From an optimization exercise on the open Yosys and OpenROAD flow, aimed at small area; shortcuts taken in it are not production practice. Only simulation tests tie the RTL to the original design; equivalence was not proved.

==> branch juniper <==
// lx16a_sfe
module lx16a_sfe #(
    parameter BUS_MAXP  = 32,           
    parameter SHORT_LEN = 0             
) (
    input  wire                    clk,
    input  wire                    rst,
    input  wire                    txreq_valid,
    output wire                    txreq_ready,
    input  wire [31:0]             txreq_h,
    input  wire [8*BUS_MAXP-1:0]   txreq_p,
    output wire                    tx_valid,
    input  wire                    tx_ready,
    output reg  [7:0]              tx_data,
    input  wire                    rxarm_valid,
    output wire                    rxarm_ready,
    input  wire [23:0]             rxarm_a,
    input  wire                    rx_valid,
    output wire                    rx_ready,
    input  wire [7:0]              rx_data,
    input  wire                    rx_abort,
    input  wire [7:0]              csr_idx,
    output reg  [31:0]             csr_rdata,
    output wire [1:0]              rx_status,
    output wire                    ev_tx_done,
    output wire                    ev_match,
    output wire [7:0]              ev_match_id,
    output wire [7:0]              ev_match_cmd,
    output wire [7:0]              ev_match_np,
    output wire                    ev_discard,
    output reg  [2:0]              ev_discard_reason,
    output wire                    ev_aborted,
    output wire                    ev_req_err,
    output wire [2:0]              ev_req_err_flags
);
    localparam [7:0] SYNC  = 8'h55;
    localparam [7:0] BCAST = 8'hFE;
    localparam [2:0] S_OFF = 3'd0, S_HUNT = 3'd1, S_SYNC2 = 3'd2, S_HDR_ID = 3'd3,
                     S_HDR_LEN = 3'd4, S_HDR_CMD = 3'd5, S_PARAM = 3'd6, S_CKSUM = 3'd7;
    localparam [1:0] ST_IDLE = 2'd0, ST_SCANNING = 2'd1, ST_MATCHED = 2'd2, ST_ABORTED = 2'd3;
    integer i;
    reg        tx_busy;
    reg [5:0]  tx_idx;
  ...
==> flow/config.mk <==
export PLATFORM = sky130hd
export DESIGN_NAME = lx16a_sfe
export DESIGN_NICKNAME = lx16a_sfe
export VERILOG_FILES = /design/flow/design.v
export SDC_FILE = /design/flow/constraint.sdc
export NUM_CORES = 4
export LEC_CHECK = 0
export CAP_MARGIN = 20
export CORE_MARGIN = 2
export CORE_UTILIZATION = 70
export SLEW_MARGIN = 20
export BUFFER_PORTS_ARGS = -buffer_cell sky130_fd_sc_hd__buf_1
export CTS_ARGS = -sink_clustering_enable -repair_clock_nets -dont_use_dummy_load -sink_clustering_size 15 -sink_clustering_max_diameter 50 -buf_list sky130_fd_sc_hd__clkbuf_8
==> flow/constraint.sdc <==
create_clock -name core_clock -period 12.0 [get_ports {clk}]
set_input_delay 2.4000 -clock core_clock [delete_from_list [all_inputs] [get_ports {clk}]]
set_output_delay 2.4000 -clock core_clock [all_outputs]
set_load 0.01 [all_outputs]
standard.sh (not shown) runs the stock make flow with config.mk's settings and CLKGATE_MAP_FILE= SYNTH_SCRIPT=/design/flow/synth_recipe.tcl, a recipe that flattens the netlist after the stock synthesis.
==> flow/flow/run.sh <==
#!/bin/bash
# Layout flow: the standard flow (standard.sh) with three changes:
#  1. after the standard synthesis, the combinational logic is re-optimised (abc deepsyn) and re-mapped for area by
#     yosys/abc (flow/resyn.tcl); all registers keep their cells and names;
#  2. the port buffers inserted at placement use the smallest buffer cell;
#  3. CTS clusters up to 15 sinks per clkbuf_8 and inserts no dummy loads.
set -euo pipefail
W=$(pwd)
R=$W/orfs/results/${FLOW_PLATFORM:-sky130hd}/lx16a_sfe/base
cat >> config.mk <<'EOF'
export BUFFER_PORTS_ARGS = -buffer_cell sky130_fd_sc_hd__buf_1
export CTS_ARGS = -sink_clustering_enable -repair_clock_nets -dont_use_dummy_load -sink_clustering_size 15 -sink_clustering_max_diameter 50 -buf_list sky130_fd_sc_hd__clkbuf_8
EOF

bash standard.sh synth > synth_std.log 2>&1
cp $R/1_2_yosys.v $W/std_1_2_yosys.v

YOSYS=${YOSYS_EXE:-$FLOW_HOME/../tools/install/yosys/bin/yosys}
[ -x "$YOSYS" ] || YOSYS=$(command -v yosys)
PLAT=$FLOW_HOME/platforms/${FLOW_PLATFORM:-sky130hd}
export RESYN_LIB=$PLAT/lib/sky130_fd_sc_hd__tt_025C_1v80.lib
export RESYN_DONT_USE="$(sed -n '/DONT_USE_CELLS/,/^#/p' $PLAT/config.mk | grep -o 'sky130_fd_sc_hd__[A-Za-z0-9_]*' | sort -u | tr '\n' ' ')"
export RESYN_IN=$W/std_1_2_yosys.v RESYN_OUT=$W/resyn_1_2_yosys.v RESYN_STAT=$W/resyn_stat.txt
export RESYN_ABC=$W/flow/resyn.abc RESYN_TOP=${FLOW_TOP:-lx16a_sfe}
"$YOSYS" -c $W/flow/resyn.tcl > resyn.log 2>&1

cp $W/resyn_1_2_yosys.v $R/1_2_yosys.v
rm -f $R/1_synth.odb $R/1_synth.sdc
bash standard.sh finish > finish.log 2>&1
==> flow/flow/resyn.abc <==
strash
&get -n
&fraig -x
&put
scorr
dc2
strash
&get -n
&deepsyn -T 60
&put
strash
&get -n
&dch -f
&nf -R 1000
&put
==> flow/flow/resyn.tcl <==
# Re-map the combinational logic of the standard synthesis netlist for area.
# Every flip-flop (and tie cell) instance is kept as it is: same cell, same name.
yosys read_liberty -ignore_miss_func $::env(RESYN_LIB)
yosys blackbox sky130_fd_sc_hd__*df* sky130_fd_sc_hd__*dl* sky130_fd_sc_hd__conb_*
yosys read_verilog $::env(RESYN_IN)
yosys hierarchy -top $::env(RESYN_TOP)
yosys flatten
yosys opt -purge
yosys setundef -zero
set du {}
foreach c $::env(RESYN_DONT_USE) { lappend du -dont_use $c }
yosys abc -script $::env(RESYN_ABC) -liberty $::env(RESYN_LIB) {*}$du
yosys splitnets
yosys opt_clean -purge
yosys hilomap -singleton -hicell sky130_fd_sc_hd__conb_1 HI -locell sky130_fd_sc_hd__conb_1 LO
yosys insbuf -buf sky130_fd_sc_hd__buf_4 A X
yosys check
yosys tee -o $::env(RESYN_STAT) stat -liberty $::env(RESYN_LIB)
yosys write_verilog -noattr -nohex -nodec $::env(RESYN_OUT)
==> branch raven (differences from branch juniper) <==
--- a/flow/design.v
+++ b/flow/design.v
@@ -78,26 +78,19 @@
     wire enc_bad_np   = enc_var ? (enc_np > 8'd32) : (enc_np > 8'd4);
     wire enc_ok       = !enc_bad_rsvd && !enc_bad_np;
     wire [5:0] tx_idx_inc = tx_idx + 6'd1;
     wire       tx_last    = (tx_idx_inc == tx_len);
     wire [5:0] tx_pos = tx_idx + {5'd0, tx_var};
     wire [4:0] tx_ps  = tx_pos[4:0] - 5'd5;
-    reg [7:0] tx_pb;
-    always @(*) begin
-        tx_pb = 8'd0;
-        for (i = 0; i < 32; i = i + 1)
-            tx_pb = tx_pb | (tx_p[8*i +: 8] & {8{tx_ps == i}});
-    end
-    always @(*) begin
-        case (tx_pos)
-            6'd0, 6'd1:                      tx_data = SYNC;
-            6'd2:                            tx_data = tx_var ? SYNC : tx_id;
-            6'd3:                            tx_data = {2'b00, tx_len} - (tx_var ? 8'd2 : 8'd3);
-            6'd4:                            tx_data = tx_cmd;
-            default:                         tx_data = (!tx_var && tx_last) ? ~tx_acc : tx_pb;
-        endcase
+    always @(*) begin
+        if (tx_idx[5:1] == 5'd0)             tx_data = SYNC;
+        else if (tx_pos == 6'd2)             tx_data = tx_id;
+        else if (tx_pos == 6'd3)             tx_data = {2'b00, tx_len} - (tx_var ? 8'd2 : 8'd3);
+        else if (tx_pos == 6'd4)             tx_data = tx_cmd;
+        else if (!tx_var && tx_last)         tx_data = ~tx_acc;
+        else                                 tx_data = tx_p[8*tx_ps +: 8];
     end
     assign ev_tx_done = txb_fire && tx_last;
     always @(posedge clk) begin
         if (enc_fire && enc_ok) tx_p <= txreq_p;
     end
     always @(posedge clk) begin
--- a/flow/flow/run.sh
+++ b/flow/flow/run.sh
@@ -1,18 +1,18 @@
 #!/bin/bash
 # Layout flow: the standard flow (standard.sh) with three changes:
-#  1. after the standard synthesis, the combinational logic is re-optimised (abc deepsyn) and re-mapped for area by
+#  1. after the standard synthesis, the combinational logic is re-mapped for area by
 #     yosys/abc (flow/resyn.tcl); all registers keep their cells and names;
 #  2. the port buffers inserted at placement use the smallest buffer cell;
-#  3. CTS clusters up to 15 sinks per clkbuf_8 and inserts no dummy loads.
+#  3. CTS clusters up to 20 sinks per clkbuf_16 and inserts no dummy loads.
 set -euo pipefail
 W=$(pwd)
 R=$W/orfs/results/${FLOW_PLATFORM:-sky130hd}/lx16a_sfe/base
 cat >> config.mk <<'EOF'
 export BUFFER_PORTS_ARGS = -buffer_cell sky130_fd_sc_hd__buf_1
-export CTS_ARGS = -sink_clustering_enable -repair_clock_nets -dont_use_dummy_load -sink_clustering_size 15 -sink_clustering_max_diameter 50 -buf_list sky130_fd_sc_hd__clkbuf_8
+export CTS_ARGS = -sink_clustering_enable -repair_clock_nets -dont_use_dummy_load -sink_clustering_size 20 -sink_clustering_max_diameter 60 -buf_list sky130_fd_sc_hd__clkbuf_16
 EOF
 
 bash standard.sh synth > synth_std.log 2>&1
 cp $R/1_2_yosys.v $W/std_1_2_yosys.v
 
 YOSYS=${YOSYS_EXE:-$FLOW_HOME/../tools/install/yosys/bin/yosys}
==> flow/flow/resyn.abc (replaced) <==
strash
&get -n
&fraig -x
&put
scorr
dc2
strash
&get -n
&dch -f
&nf -R 1000
&put
CTS_ARGS = -sink_clustering_enable -repair_clock_nets -dont_use_dummy_load -sink_clustering_size 20 -sink_clustering_max_diameter 60 -buf_list sky130_fd_sc_hd__clkbuf_16   (was -sink_clustering_enable -repair_clock_nets -dont_use_dummy_load -sink_clustering_size 15 -sink_clustering_max_diameter 50 -buf_list sky130_fd_sc_hd__clkbuf_8)
==> branch tundra (differences from branch juniper) <==
--- a/flow/design.v
+++ b/flow/design.v
@@ -49,15 +49,14 @@
     reg [2:0]  rx_state;
     reg [1:0]  rx_stat;
     reg        exp_var;
     reg [7:0]  exp_id;
     reg [7:0]  exp_cmd;
     reg [7:0]  c_id;                    
-    reg [5:0]  c_len;                   
-    reg        c_long;                  
-    reg        c_cmd_ok;                
+    reg [7:0]  c_len;
+    reg [7:0]  c_cmd;
     reg [4:0]  c_k;
     reg [7:0]  c_acc;
     reg [255:0] c_p;                    
     reg [2:0]  last_discard;
     reg [15:0] discard_count;
     reg [2:0]  err;
@@ -78,26 +77,19 @@
     wire enc_bad_np   = enc_var ? (enc_np > 8'd32) : (enc_np > 8'd4);
     wire enc_ok       = !enc_bad_rsvd && !enc_bad_np;
     wire [5:0] tx_idx_inc = tx_idx + 6'd1;
     wire       tx_last    = (tx_idx_inc == tx_len);
     wire [5:0] tx_pos = tx_idx + {5'd0, tx_var};
     wire [4:0] tx_ps  = tx_pos[4:0] - 5'd5;
-    reg [7:0] tx_pb;
     always @(*) begin
-        tx_pb = 8'd0;
-        for (i = 0; i < 32; i = i + 1)
-            tx_pb = tx_pb | (tx_p[8*i +: 8] & {8{tx_ps == i}});
-    end
-    always @(*) begin
-        case (tx_pos)
-            6'd0, 6'd1:                      tx_data = SYNC;
-            6'd2:                            tx_data = tx_var ? SYNC : tx_id;
-            6'd3:                            tx_data = {2'b00, tx_len} - (tx_var ? 8'd2 : 8'd3);
-            6'd4:                            tx_data = tx_cmd;
-            default:                         tx_data = (!tx_var && tx_last) ? ~tx_acc : tx_pb;
-        endcase
+        if (tx_idx[5:1] == 5'd0)             tx_data = SYNC;
+        else if (tx_pos == 6'd2)             tx_data = tx_id;
+        else if (tx_pos == 6'd3)             tx_data = {2'b00, tx_len} - (tx_var ? 8'd2 : 8'd3);
+        else if (tx_pos == 6'd4)             tx_data = tx_cmd;
+        else if (!tx_var && tx_last)         tx_data = ~tx_acc;
+        else                                 tx_data = tx_p[8*tx_ps +: 8];
     end
     assign ev_tx_done = txb_fire && tx_last;
     always @(posedge clk) begin
         if (enc_fire && enc_ok) tx_p <= txreq_p;
     end
     always @(posedge clk) begin
@@ -122,16 +114,15 @@
             tx_idx <= tx_idx_inc;
             if (tx_last) tx_busy <= 1'b0;
         end
     end
     wire       dec_bad = (rxarm_a[7:1] != 7'd0);
     wire [7:0] b = rx_data;
-    wire       len_bad = c_long;
-    wire [5:0] np_raw  = c_len - (exp_var ? 6'd2 : 6'd3);
-    wire       len_short = exp_var ? (c_len[5:1] == 5'd0) : (c_len < 6'd3);
-    wire       cmd_eq  = (b == exp_cmd);
+    wire       len_bad = exp_var ? (c_len > 8'd34) : (c_len > 8'd7);
+    wire [5:0] np_raw  = c_len[5:0] - (exp_var ? 6'd2 : 6'd3);
+    wire       len_short = exp_var ? (c_len[5:1] == 5'd0) : (c_len[5:0] < 6'd3);
     wire [5:0] c_np    = len_short ? 6'd0 : np_raw;
     wire       p_last  = ({1'b0, c_k} + 6'd1 == c_np);
     reg        do_discard;
     reg        do_match;
     reg [2:0]  nx_state;
     always @(*) begin
@@ -154,67 +145,61 @@
                 if (len_bad) begin
                     do_discard = 1'b1; ev_discard_reason = 3'd3;
                 end else if (c_np != 6'd0) begin
                     nx_state = S_PARAM;
                 end else if (!exp_var) begin
                     nx_state = S_CKSUM;
-                end else if (!cmd_eq) begin
+                end else if (b != exp_cmd) begin
                     do_discard = 1'b1; ev_discard_reason = 3'd5;
                 end else
                     do_match = 1'b1;
             end
             S_PARAM: begin
                 if (p_last) begin
                     if (!exp_var) nx_state = S_CKSUM;
-                    else if (!c_cmd_ok) begin
+                    else if (c_cmd != exp_cmd) begin
                         do_discard = 1'b1; ev_discard_reason = 3'd5;
                     end else
                         do_match = 1'b1;
                 end
             end
             S_CKSUM: begin
                 if ((b ^ c_acc) != 8'hFF) begin
                     do_discard = 1'b1; ev_discard_reason = 3'd4;
-                end else if (!c_cmd_ok) begin
+                end else if (c_cmd != exp_cmd) begin
                     do_discard = 1'b1; ev_discard_reason = 3'd5;
                 end else if (exp_id != BCAST && c_id != exp_id) begin
                     do_discard = 1'b1; ev_discard_reason = 3'd6;
                 end else
                     do_match = 1'b1;
             end
             default: ;
         endcase
     end
     wire [7:0] res_id = exp_var ? 8'd0 : c_id;
     assign ev_match     = rxb_fire && do_match;
     assign ev_match_id  = res_id;
-    assign ev_match_cmd = exp_cmd;       
+    assign ev_match_cmd = (rx_state == S_HDR_CMD) ? b : c_cmd;
     assign ev_match_np  = {2'b00, c_np};
     assign ev_discard   = rxb_fire && do_discard;
     assign ev_aborted   = abort_hit;
     wire enc_refused = enc_fire && !enc_ok;
     wire dec_refused = dec_fire && dec_bad;
     assign ev_req_err       = enc_refused || dec_refused;
     assign ev_req_err_flags = {dec_refused, enc_refused && enc_bad_np, enc_refused && enc_bad_rsvd};
     always @(posedge clk) begin
         if (rxb_fire) begin
             if (rx_state == S_HDR_ID)  c_id  <= b;
-            if (rx_state == S_HDR_LEN) begin
-                c_len  <= b[5:0];
-                c_long <= exp_var ? (b > 8'd34) : (b > 8'd7);
-            end
-            if (rx_state == S_HDR_CMD) begin
-                c_cmd_ok <= cmd_eq;
-            end
+            if (rx_state == S_HDR_LEN) c_len <= b;
+            if (rx_state == S_HDR_CMD) c_cmd <= b;
             c_acc <= ((rx_state == S_HDR_ID) ? 8'd0 : c_acc) + b;
             c_k   <= (rx_state == S_PARAM) ? c_k + 5'd1 : 5'd0;
         end
     end
     always @(posedge clk) begin
-        for (i = 0; i < 32; i = i + 1)
-            if (rxb_fire && rx_state == S_PARAM && c_k == i) c_p[8*i +: 8] <= b;
+        if (rxb_fire && rx_state == S_PARAM) c_p[8*c_k +: 8] <= b;
     end
     always @(posedge clk) begin
         if (rst) begin
             rx_state      <= S_OFF;
             rx_stat       <= ST_IDLE;
             exp_var       <= 1'b0;
@@ -248,31 +233,26 @@
                     rx_stat  <= ST_MATCHED;
                 end else
                     rx_state <= nx_state;
             end
         end
     end
-    reg [31:0] pw_raw;
-    always @(*) begin
-        pw_raw = 32'd0;
-        for (i = 0; i < 8; i = i + 1)
-            pw_raw = pw_raw | (c_p[32*i +: 32] & {32{csr_idx[2:0] == i}});
-    end
+    wire [31:0] pw_raw = c_p[32*csr_idx[2:0] +: 32];
     wire [31:0] pword;
     genvar g;
     generate
         for (g = 0; g < 4; g = g + 1) begin : g_pw
             assign pword[8*g +: 8] = ({1'b0, csr_idx[2:0], g[1:0]} < c_np) ? pw_raw[8*g +: 8] : 8'd0;
         end
     endgenerate
     always @(*) begin
         csr_rdata = 32'd0;
         case (csr_idx)
             8'h00: csr_rdata = {13'd0, rx_state, 5'd0, err, 1'b0, last_discard, 1'b0, tx_busy, rx_stat};
             8'h01: csr_rdata = {8'd0, exp_cmd, exp_id, 7'd0, exp_var};
-            8'h02: csr_rdata = {2'd0, c_np, exp_cmd, 2'd0, c_len, res_id};
+            8'h02: csr_rdata = {2'd0, c_np, c_cmd, c_len, res_id};
             8'h03: csr_rdata = {16'd0, discard_count};
             8'h04: csr_rdata = {23'd0, (SHORT_LEN != 0), BUS_MAXP[7:0]};
             8'h05: csr_rdata = {10'd0, tx_len, 10'd0, tx_idx};
             8'h10, 8'h11, 8'h12, 8'h13, 8'h14, 8'h15, 8'h16, 8'h17: csr_rdata = pword;
             default: ;
         endcase
==> flow/run.sh (new file) <==
#!/bin/bash
# synth_recipe.tcl (not shown) runs the flow's synth.tcl, then flattens the netlist and writes it again
# the make line also repeats each setting of config.mk as NAME=value (left out here)
make -C /OpenROAD-flow-scripts/flow DESIGN_CONFIG=/design/flow/config.mk WORK_HOME=/design/flow/orfs CLKGATE_MAP_FILE= SYNTH_SCRIPT=/design/flow/synth_recipe.tcl finish
BUFFER_PORTS_ARGS = unset   (was -buffer_cell sky130_fd_sc_hd__buf_1)
CORE_UTILIZATION = 40   (was 70)
CTS_ARGS = unset   (was -sink_clustering_enable -repair_clock_nets -dont_use_dummy_load -sink_clustering_size 15 -sink_clustering_max_diameter 50 -buf_list sky130_fd_sc_hd__clkbuf_8)
removed: flow/flow/run.sh
removed: flow/flow/resyn.abc
removed: flow/flow/resyn.tcl
removed: flow/standard.sh
==> branch xenon (differences from branch juniper) <==
--- a/flow/flow/run.sh
+++ b/flow/flow/run.sh
@@ -1,18 +1,18 @@
 #!/bin/bash
 # Layout flow: the standard flow (standard.sh) with three changes:
 #  1. after the standard synthesis, the combinational logic is re-optimised (abc deepsyn) and re-mapped for area by
 #     yosys/abc (flow/resyn.tcl); all registers keep their cells and names;
 #  2. the port buffers inserted at placement use the smallest buffer cell;
-#  3. CTS clusters up to 15 sinks per clkbuf_8 and inserts no dummy loads.
+#  3. CTS clusters up to 20 sinks per clkbuf_16 and inserts no dummy loads.
 set -euo pipefail
 W=$(pwd)
 R=$W/orfs/results/${FLOW_PLATFORM:-sky130hd}/lx16a_sfe/base
 cat >> config.mk <<'EOF'
 export BUFFER_PORTS_ARGS = -buffer_cell sky130_fd_sc_hd__buf_1
-export CTS_ARGS = -sink_clustering_enable -repair_clock_nets -dont_use_dummy_load -sink_clustering_size 15 -sink_clustering_max_diameter 50 -buf_list sky130_fd_sc_hd__clkbuf_8
+export CTS_ARGS = -sink_clustering_enable -repair_clock_nets -dont_use_dummy_load -sink_clustering_size 20 -sink_clustering_max_diameter 60 -buf_list sky130_fd_sc_hd__clkbuf_16
 EOF
 
 bash standard.sh synth > synth_std.log 2>&1
 cp $R/1_2_yosys.v $W/std_1_2_yosys.v
 
 YOSYS=${YOSYS_EXE:-$FLOW_HOME/../tools/install/yosys/bin/yosys}
CTS_ARGS = -sink_clustering_enable -repair_clock_nets -dont_use_dummy_load -sink_clustering_size 20 -sink_clustering_max_diameter 60 -buf_list sky130_fd_sc_hd__clkbuf_16   (was -sink_clustering_enable -repair_clock_nets -dont_use_dummy_load -sink_clustering_size 15 -sink_clustering_max_diameter 50 -buf_list sky130_fd_sc_hd__clkbuf_8)
==> run notes <==
Status: branch juniper finished clean; branch tundra finished clean; branch xenon finished clean; branch raven finished clean
Area of the multi-input gates: branch juniper 6050 um2; branch tundra 11500 um2; branch xenon 6050 um2; branch raven 7030 um2
Well tap count: branch juniper 455; branch tundra 978; branch xenon 455; branch raven 461
Placed Area: branch juniper 26600 um2; branch tundra 35600 um2; branch xenon 26600 um2; branch raven 27600 um2
Number of non-clock buffers in the layout: branch juniper 442; branch tundra 439; branch xenon 442; branch raven 452
Met1 usage in global routing: branch juniper 0.482; branch tundra 0.310; branch xenon 0.480; branch raven 0.492
Layout Skew: branch juniper 0.0753 ns; branch tundra 0.0385 ns; branch xenon 0.0585 ns; branch raven 0.0595 ns
First drt pass iteration count: branch juniper 13; branch tundra 7; branch xenon 8; branch raven 6
Fraction of final layout cells sized beyond drive strength 1: branch juniper 0.0424; branch tundra 0.133; branch xenon 0.0378; branch raven 0.0405
Cell Count Post-Placement: branch juniper 2503; branch tundra 3450; branch xenon 2503; branch raven 2745
Met3 usage in global routing: branch juniper 0.0614; branch tundra 0.0624; branch xenon 0.0605; branch raven 0.0644
Hold Path Cell Cnt: branch juniper 1; branch tundra 1; branch xenon 2; branch raven 2
Detailed route wirelength on metal2: branch juniper 34.1 mm; branch tundra 44.7 mm; branch xenon 34.6 mm; branch raven 36.7 mm
Clock buffer count from CTS: branch juniper 51; branch tundra 71; branch xenon 41; branch raven 39
Levels on crit path: branch juniper 16; branch tundra 11; branch xenon 16; branch raven 15
Vias/cell: branch juniper 6.78; branch tundra 5.88; branch xenon 6.86; branch raven 6.88
Post-layout utilization of the core: branch juniper 0.794; branch tundra 0.501; branch xenon 0.804; branch raven 0.807

==> re-timing with driven ports <==
The results above use ideal ports. As a check the final layouts listed here were re-extracted and re-timed, cells and wires unchanged. Step 1 assumes that a clkbuf_16 drives the clock port and a buf_2 every other input. Step 2 adds t to the input delays and takes it off the output delays; t is the mean of the earliest and latest rising clock arrival at the registers after step 1. Input paths then give back, and output paths get back, about the clock's delay inside the block. Three values: ideal ports, drivers, drivers and shift; two values: the first two.
run | t, ns | setup slack, ns | worst setup path after step 2 | latest minus earliest clock arrival (ns) | slew at the worst register clock pin (ns)
branch juniper | 0.677 | 3.148 / 3.126 / 3.126 | input to output | 0.075 / 0.075 | 0.10 / 0.10
branch raven | 0.598 | 3.731 / 3.674 / 4.271 | register to output | 0.077 / 0.077 | 0.08 / 0.08
branch tundra | 0.671 | 3.205 / 3.173 / 3.173 | input to output | 0.044 / 0.044 | 0.06 / 0.06
branch xenon | 0.611 | 3.118 / 3.096 / 3.096 | input to output | 0.059 / 0.059 | 0.08 / 0.08
After both steps setup and hold are still met in every run listed. The setup slack of branch tundra, which loses most, moves by -0.032 ns with the drivers and by -0.032 ns with both steps.
